This design comes from an exercise in tuning for small area and few clock cycles on the open sky130 flow, not from production work.
Function was checked by simulation only, so behaviour that the tests miss may differ from the original.
Power is estimated from default activity; no workload was simulated.

--- design/flow/config.mk ---
export PLATFORM = sky130hd
export DESIGN_NAME = xsvf_core
export DESIGN_NICKNAME = xsvf_core
export VERILOG_FILES = /design/flow/design.v
export SDC_FILE = /design/flow/constraint.sdc
export NUM_CORES = 4
export LEC_CHECK = 0
export CAP_MARGIN = 20
export CORE_MARGIN = 2
export CORE_UTILIZATION = 40
export SLEW_MARGIN = 20
--- design/flow/constraint.sdc ---
create_clock -name core_clock -period 10.0 [get_ports {clk}]
set_input_delay 2.0000 -clock core_clock [delete_from_list [all_inputs] [get_ports {clk}]]
set_output_delay 2.0000 -clock core_clock [all_outputs]
set_load 0.01 [all_outputs]
--- design/flow/design.v ---
module xsvf_decoder (
    input  wire        clk,
    input  wire        rst,
    input  wire        start,
    input  wire        policy,       
    input  wire        in_valid,
    input  wire        in_end,
    input  wire [7:0]  in_byte,
    output wire        in_ready,
    output wire        out_valid,
    input  wire        out_ready,
    output reg  [2:0]  out_type,
    output reg  [7:0]  out_byte,
    output reg         out_last,
    output reg  [31:0] out_pos
);
    localparam [2:0] T_OPCODE   = 3'd0,
                     T_OPERAND  = 3'd1,
                     T_DIAG     = 3'd2,
                     T_DONE     = 3'd3,
                     T_FAIL_UNK = 3'd4,
                     T_FAIL_TRC = 3'd5;
    localparam [1:0] ST_NONE = 2'd0,    
                     ST_RUN  = 2'd1,    
                     ST_END  = 2'd2;    
    localparam [1:0] PH_IDLE = 2'd0,
                     PH_OPER = 2'd1,
                     PH_SIR  = 2'd2;
    localparam [2:0] LC_UNKNOWN = 3'd0,
                     LC_ZERO    = 3'd1,
                     LC_ONE     = 3'd2,
                     LC_FOUR    = 3'd3,
                     LC_REG     = 3'd4,
                     LC_REG2    = 3'd5,
                     LC_SIR     = 3'd6;
    reg [1:0]  status;
    reg        policy_q;
    reg [1:0]  phase;
    reg [15:0] sdr_bytes;
    reg [31:0] pos;
    reg [7:0]  cur_byte;
    reg [31:0] cur_start;
    reg [14:0] remaining;
    reg [15:0] size_bits;    
    function [2:0] len_class(input [7:0] b);
        case (b)
            8'h00:                               len_class = LC_ZERO;
            8'h01, 8'h03, 8'h0C, 8'h0D, 8'h0E:   len_class = LC_REG;
            8'h02:                               len_class = LC_SIR;
            8'h04, 8'h08:                        len_class = LC_FOUR;
            8'h07, 8'h12:                        len_class = LC_ONE;
            8'h09, 8'h0A, 8'h0F, 8'h10, 8'h11:   len_class = LC_REG2;
            default:                             len_class = LC_UNKNOWN;
        endcase
    endfunction
    wire [2:0]  lc = len_class(in_byte);
    reg  [14:0] op_len;
    always @* begin
        case (lc)
            LC_ONE:  op_len = 15'd1;
            LC_FOUR: op_len = 15'd4;
            LC_REG:  op_len = sdr_bytes[14:0];
            LC_REG2: op_len = {sdr_bytes[13:0], 1'b0};
            default: op_len = 15'd0;
        endcase
    end
    wire [4:0]  sir_n   = in_byte[7:3];
    wire [16:0] size_up = {1'b0, size_bits} + 17'd7;
    assign out_valid = (status == ST_RUN) && in_valid;
    assign in_ready  = !start && ((status == ST_END) || ((status == ST_RUN) && out_ready));
    wire step = (status == ST_RUN) && in_valid && in_ready;
    always @* begin
        out_type = T_OPERAND;
        out_byte = in_byte;
        out_last = 1'b0;
        out_pos  = pos;
        if (in_end) begin
            out_last = 1'b1;
            if (phase == PH_IDLE) begin
                out_type = T_DONE;
                out_byte = 8'h00;
            end else begin
                out_type = T_FAIL_TRC;
                out_byte = cur_byte;
                out_pos  = cur_start;
            end
        end else begin
            case (phase)
                PH_IDLE: begin
                    if (lc == LC_UNKNOWN) begin
                        out_type = policy_q ? T_DIAG : T_FAIL_UNK;
                        out_last = !policy_q;
                    end else begin
                        out_type = T_OPCODE;
                        out_last = (lc != LC_SIR) && (op_len == 15'd0);
                    end
                end
                PH_SIR: begin
                    out_type = T_OPERAND;
                    out_last = (sir_n == 5'd0);
                end
                default: begin
                    out_type = T_OPERAND;
                    out_last = (remaining == 15'd1);
                end
            endcase
        end
    end
    always @(posedge clk) begin
        if (rst) begin
            status    <= ST_NONE;
            policy_q  <= 1'b0;
            phase     <= PH_IDLE;
            sdr_bytes <= 16'd0;
            pos       <= 32'd0;
            cur_byte  <= 8'd0;
            cur_start <= 32'd0;
            remaining <= 15'd0;
            size_bits <= 16'd0;
        end else if (start) begin
            status    <= ST_RUN;
            policy_q  <= policy;
            phase     <= PH_IDLE;
            sdr_bytes <= 16'd0;
            pos       <= 32'd0;
            cur_byte  <= 8'd0;
            cur_start <= 32'd0;
            remaining <= 15'd0;
            size_bits <= 16'd0;
        end else if (step) begin
            if (in_end) begin
                status <= ST_END;
            end else begin
                pos <= pos + 32'd1;
                case (phase)
                    PH_IDLE: begin
                        if (lc == LC_UNKNOWN) begin
                            if (!policy_q)
                                status <= ST_END;
                        end else if (lc == LC_SIR) begin
                            phase     <= PH_SIR;
                            cur_byte  <= in_byte;
                            cur_start <= pos;
                        end else if (op_len != 15'd0) begin
                            phase     <= PH_OPER;
                            cur_byte  <= in_byte;
                            cur_start <= pos;
                            remaining <= op_len;
                        end
                    end
                    PH_SIR: begin
                        if (sir_n == 5'd0) begin
                            phase <= PH_IDLE;
                        end else begin
                            phase     <= PH_OPER;
                            remaining <= {10'd0, sir_n};
                        end
                    end
                    default: begin
                        remaining <= remaining - 15'd1;
                        if (cur_byte == 8'h08) begin
                            if (remaining == 15'd4)
                                size_bits[15:8] <= in_byte;
                            if (remaining == 15'd3)
                                size_bits[7:0] <= in_byte;
                            if (remaining == 15'd1)
                                sdr_bytes <= {2'b00, size_up[16:3]};
                        end
                        if (remaining == 15'd1)
                            phase <= PH_IDLE;
                    end
                endcase
            end
        end
    end
endmodule
module frame_builder (
    input  wire        clk,
    input  wire        rst,
    input  wire        req_valid,
    input  wire        req_kind,     
    input  wire [7:0]  req_tag,
    input  wire [15:0] req_len,
    output wire        req_ready,
    input  wire        pl_valid,
    input  wire [7:0]  pl_byte,
    output wire        pl_ready,
    output reg         out_valid,
    input  wire        out_ready,
    output reg  [7:0]  out_byte,
    output reg         out_last,
    output reg         out_err
);
    localparam [7:0]  MARKER          = 8'h58;
    localparam [15:0] CMD_MAX_PAYLOAD = 16'd251;
    localparam [2:0] S_IDLE = 3'd0,
                     S_HDR  = 3'd1,
                     S_PAY  = 3'd2,
                     S_CSUM = 3'd3,
                     S_ERR  = 3'd4;
    reg [2:0]  state;
    reg        kind_q;
    reg [7:0]  tag_q;
    reg [15:0] len_q;
    reg [15:0] idx;      
    reg [7:0]  acc;      
    assign req_ready = (state == S_IDLE);
    assign pl_ready  = (state == S_PAY) && out_ready;
    reg [7:0] hdr_byte;
    always @* begin
        hdr_byte = MARKER;
        if (!kind_q) begin
            case (idx[1:0])
                2'd0:    hdr_byte = MARKER;
                2'd1:    hdr_byte = len_q[7:0] + 8'd4;
                2'd2:    hdr_byte = tag_q;
                default: hdr_byte = len_q[7:0];
            endcase
        end else begin
            case (idx[1:0])
                2'd0:    hdr_byte = MARKER;
                2'd1:    hdr_byte = len_q[15:8];
                default: hdr_byte = len_q[7:0];
            endcase
        end
    end
    wire [15:0] hdr_last = kind_q ? 16'd2 : 16'd3;
    always @* begin
        out_valid = 1'b0;
        out_byte  = 8'h00;
        out_last  = 1'b0;
        out_err   = 1'b0;
        case (state)
            S_HDR: begin
                out_valid = 1'b1;
                out_byte  = hdr_byte;
            end
            S_PAY: begin
                out_valid = pl_valid;
                out_byte  = pl_byte;
            end
            S_CSUM: begin
                out_valid = 1'b1;
                out_byte  = acc;
                out_last  = 1'b1;
            end
            S_ERR: begin
                out_valid = 1'b1;
                out_last  = 1'b1;
                out_err   = 1'b1;
            end
            default: ;
        endcase
    end
    wire xfer = out_valid && out_ready;
    always @(posedge clk) begin
        if (rst) begin
            state  <= S_IDLE;
            kind_q <= 1'b0;
            tag_q  <= 8'h00;
            len_q  <= 16'd0;
            idx    <= 16'd0;
            acc    <= 8'h00;
        end else begin
            case (state)
                S_IDLE: begin
                    if (req_valid) begin
                        kind_q <= req_kind;
                        tag_q  <= req_tag;
                        len_q  <= req_len;
                        idx    <= 16'd0;
                        acc    <= 8'h00;
                        if (!req_kind && (req_len > CMD_MAX_PAYLOAD))
                            state <= S_ERR;
                        else
                            state <= S_HDR;
                    end
                end
                S_HDR: begin
                    if (xfer) begin
                        acc <= acc + out_byte;
                        if (idx == hdr_last) begin
                            idx   <= 16'd0;
                            state <= (len_q == 16'd0) ? S_CSUM : S_PAY;
                        end else begin
                            idx <= idx + 16'd1;
                        end
                    end
                end
                S_PAY: begin
                    if (xfer) begin
                        acc <= acc + out_byte;
                        idx <= idx + 16'd1;
                        if (idx == len_q - 16'd1)
                            state <= S_CSUM;
                    end
                end
                S_CSUM: begin
                    if (xfer)
                        state <= S_IDLE;
                end
                default: begin    
                    if (xfer)
                        state <= S_IDLE;
                end
            endcase
        end
    end
endmodule
module xsvf_core (
    input  wire        clk,
    input  wire        rst,
    input  wire        dec_start,
    input  wire        dec_policy,
    input  wire        dec_in_valid,
    input  wire        dec_in_end,
    input  wire [7:0]  dec_in_byte,
    output wire        dec_in_ready,
    output wire        dec_out_valid,
    input  wire        dec_out_ready,
    output wire [2:0]  dec_out_type,
    output wire [7:0]  dec_out_byte,
    output wire        dec_out_last,
    output wire [31:0] dec_out_pos,
    input  wire        fb_req_valid,
    input  wire        fb_req_kind,
    input  wire [7:0]  fb_req_tag,
    input  wire [15:0] fb_req_len,
    output wire        fb_req_ready,
    input  wire        fb_pl_valid,
    input  wire [7:0]  fb_pl_byte,
    output wire        fb_pl_ready,
    output wire        fb_out_valid,
    input  wire        fb_out_ready,
    output wire [7:0]  fb_out_byte,
    output wire        fb_out_last,
    output wire        fb_out_err
);
    xsvf_decoder u_dec (
        .clk       (clk),
        .rst       (rst),
        .start     (dec_start),
        .policy    (dec_policy),
        .in_valid  (dec_in_valid),
        .in_end    (dec_in_end),
        .in_byte   (dec_in_byte),
        .in_ready  (dec_in_ready),
        .out_valid (dec_out_valid),
        .out_ready (dec_out_ready),
        .out_type  (dec_out_type),
        .out_byte  (dec_out_byte),
        .out_last  (dec_out_last),
        .out_pos   (dec_out_pos)
    );
    frame_builder u_fb (
        .clk       (clk),
        .rst       (rst),
        .req_valid (fb_req_valid),
        .req_kind  (fb_req_kind),
        .req_tag   (fb_req_tag),
        .req_len   (fb_req_len),
        .req_ready (fb_req_ready),
        .pl_valid  (fb_pl_valid),
        .pl_byte   (fb_pl_byte),
        .pl_ready  (fb_pl_ready),
        .out_valid (fb_out_valid),
        .out_ready (fb_out_ready),
        .out_byte  (fb_out_byte),
        .out_last  (fb_out_last),
        .out_err   (fb_out_err)
    );
endmodule
--- design/flow/run.sh ---
#!/bin/bash
# synth_recipe.tcl (not shown) runs the flow's synth.tcl, then flattens the netlist and writes it again
# the make line also repeats each setting of config.mk as NAME=value (left out here)
make -C /OpenROAD-flow-scripts/flow DESIGN_CONFIG=/design/flow/config.mk WORK_HOME=/design/flow/orfs CLKGATE_MAP_FILE= SYNTH_SCRIPT=/design/flow/synth_recipe.tcl finish
==> flow_summary.toml <==
[synthesis]
syn-cell-area_um2 = 10100
synth_top_cell_by_area = "dfxtp_1"
syn-num-nets = 1337
yosysMostFrequentCell = "dfxtp_1"
synth_edf_count = 0
synth_warnings = 2
async_reset_ff_share_pct = 0
synth_top_area_share_pct = 34.5
ys_ff_latch = 174
syn_area_per_cell_um2 = 8.01
synth_flop_cell = "dfxtp_1"
yosysSeqAreaShare_pct = 34.5
synthTopCellsByArea = "dfxtp_1 34%, mux2i_1 6.3%, nor2_1 6.2%"
syn_inst = 1261
synth.distinct_cells = 71
synth_top_cells_by_count = "174 x dfxtp_1, 168 x nor2_1, 142 x nand2_1, 90 x a21oi_1, 67 x clkbuf_1"

[critical_path]
crit_arrival_ns = 5.68
path_class = "in2out"
path_max_fanout = 10
worstSetupEndpointType = "primary output"
cp-start-kind = "primary input"
reg2reg_depth = 15
cp.required_ns = 8.00

[clock_tree]
cts_tree = "built"
clkLatencyLatePin_ns = 0.44
cts_setup_buffers = 0
htree_levels = 4
numCtsBuffers = 17
cts_resized = 0
ctsHoldBuffers = 0
cts_root_buffer = "clkbuf_16"
clk_path_buf_depth = 2
clock-sinks = 174
path_clk_slew_ns = 0.08

[sta]
rsz0062_at_grt = "false"
tightest_slew_ns = 0.986
timing.final.crit_share_pct = 76.8
setup_viol = 0
fmax_mhz = 130
slew_headroom_pct = 34.2
setup_tns_ns = 0
hold_violations = 0
slew_violations = 0
period_minus_slack_ns = 7.68
skew_ns = 0.0213
setup_ws_ns = 2.32

[drt]
vias = 9023
firstDrtPassIters = 5
first_iter_violations = 619
wl_per_cell_um = 16.0
viasPerCell = 5.44
drcViolationCount = 0
routed_wirelength_um = 26500
ant_nets = 0

[global_route]
grt-ovfl-total = 0
grt_use_total_pct = 20.2
antenna_found_initial = 0
grt_pass1_wl_um = 43800
grt_max_degree = 78
grt_pass1_vias = 8514

[place]
dp_slack_ns = 2.15
place_inst = 1626
io_buffers = 109
hpwlAfterDp_um = 18800
gp_congestion = 0.864

[die]
ios = 110
fp.dieH_um = 163
core.rowCount = 58
die_area_um2 = 26500
coreArea_um2 = 25000
initial_utilization_pct = 40.5
die_w_um = 163

[min_path]
whs_path_depth = 2
worstHoldPathType = "reg2reg"

[run]
cap_violations = 0

[power_and_ir_drop]
p_per_area_nw_per_um2 = 139
ir_drop_v = 0.0000887
total_power_mw = 1.66
leakagePower_nw = 4.63

[finish]
syn2layout_area_growth_pct = 18.7
nets = 1391
drive_gt1_share_pct = 7.76
fillerInstances = 2495
antennaDiodeCount = 0
finalNonFillerCells = 1658

[status]
outcome = "no timing/DRC/antenna violations"
[metrics by stage]
stage / util (%) / instance area (um^2) / hold slack [ns]
final: 48.0 / 12000 / 0.462
after CTS: 48.0 / 12000 / 0.464
after floorplan: - / 10100 / 0.432
after detailed placement: 45.5 / 11300 / 0.453
after global routing: 48.0 / 12000 / 0.496
after global placement: 45.5 / 11300 / 0.447
[registers in the layout, indices dropped and copies added (netlist names), 3 cells and up]
| name | flops |
|---|---|
| u_fb.acc | 8 |
| u_fb.tag_q | 8 |
| u_dec.pos | 32 |
| u_dec.size_bits | 16 |
| u_dec.cur_start | 32 |
| u_dec.sdr_bytes | 14 |
| u_fb.state | 3 |
| u_fb.len_q | 16 |
| u_fb.idx | 16 |
| u_dec.cur_byte | 8 |
| u_dec.remaining | 15 |
[where the power goes]
part,switching (mW),total [mW],internal (mW)
clock network,0.346,0.692,0.346
logic,0.136,0.241,0.104
registers,0.0264,0.731,0.705
[critical path, cell delays in order]
cell             delay [ns]
clkdlybuf4s50_1        0.69
inv_1                  0.14
ha_1                   0.32
or4b_1                 0.51
a31oi_1                0.40
a31oi_1                0.17
a22o_1                 0.28
o31ai_1                0.23
a21oi_1                0.10
o21bai_1               0.26
clkdlybuf4s50_1        0.59
[kinds of logic (layout without fill, tap and decap cells)]
family / count (synthesis) / count (layout) / share of synthesized area [%]
and+or+nand+nor: 516 / 516 / 24.1
xor gates and xnor gates: 74 / 74 / 6.42
muxes: 111 / 111 / 11.6
AOI/OAI and AO/OA: 244 / 244 / 15.6
DFF: 174 / 174 / 34.5
buffers and inverters: 117 / 184 / 4.61
adders and majority gates: 25 / 25 / 3.17
[cell type report]
cell class,instances,area [um^2],share of cell area (%)
timing repair buffer,118,1160,9.66
inverter,34,128,1.06
sequential,174,3480,29.1
multi-input combinational,970,6180,51.5
clock inverter,15,204,1.70
tap,330,413,3.44
clock buffer,17,425,3.55
[final timing paths]
path         slack, ns                    endpoint                        from
max reg2reg       5.68    u_fb.acc[7]$_SDFFE_PP0P_    u_fb.idx[1]$_SDFFE_PP0P_
max               2.32                dec_out_last              dec_in_byte[1]
min reg2reg       0.46  u_fb.tag_q[5]$_SDFFE_PP0P_  u_fb.tag_q[5]$_SDFFE_PP0P_
min               0.46  u_fb.tag_q[5]$_SDFFE_PP0P_  u_fb.tag_q[5]$_SDFFE_PP0P_
[routing by layer]
metal | wire length, um | part of all wire, % | up-vias | global-route usage [%]
met4 | 604 | 2.3 | 0 | 6.32
li1 | - | - | 4594 | -
met2 | 11800 | 45 | 203 | 32.3
met5 | 0 | 0 | - | 0
met1 | 12900 | 49 | 4189 | 27.7
met3 | 1190 | 4.5 | 37 | 3.67
[placed cells by master, fill, tap and decap left out, drive strengths merged, types with 24 or more instances in the layout]
cell type / n
xor2: 34
clkdlybuf4s50: 109
a21oi: 90
nand3: 40
nor2: 168
ha: 24
nand2: 142
xnor2: 40
mux2i: 64
o21ai: 35
mux2: 47
inv: 42
dfxtp: 174
nor3: 28
Testbench counts, summed over its fixed seeds: cycles 72,131.

==> static timing again, ports no longer ideal <==
No port has a modelled driver above. Below, the same layout with a new extraction and two added sets of constraints. Step 1: set_driving_cell puts a clkbuf_16 on clk and a buf_2 on each other input, an assumption about the parent block. Step 2 times the ports against the registers' clock, not the clock port: input delays grow and output delays shrink by t, the midpoint of the rising clock arrivals with the driver on. Slacks: ideal ports / drivers / drivers and shift; pairs: ideal ports / drivers.
t (ns): 0.479
setup slack, ns: 2.319 / 2.297 / 2.297
clock arrival spread, ns: 0.022 / 0.021
slew at the worst register clock pin (ns): 0.09 / 0.09
worst data-port slew with drivers (ns): 0.07
After both steps setup and hold are still met in this run. The setup slack of this run moves by -0.022 ns with the drivers and by -0.022 ns with both steps.
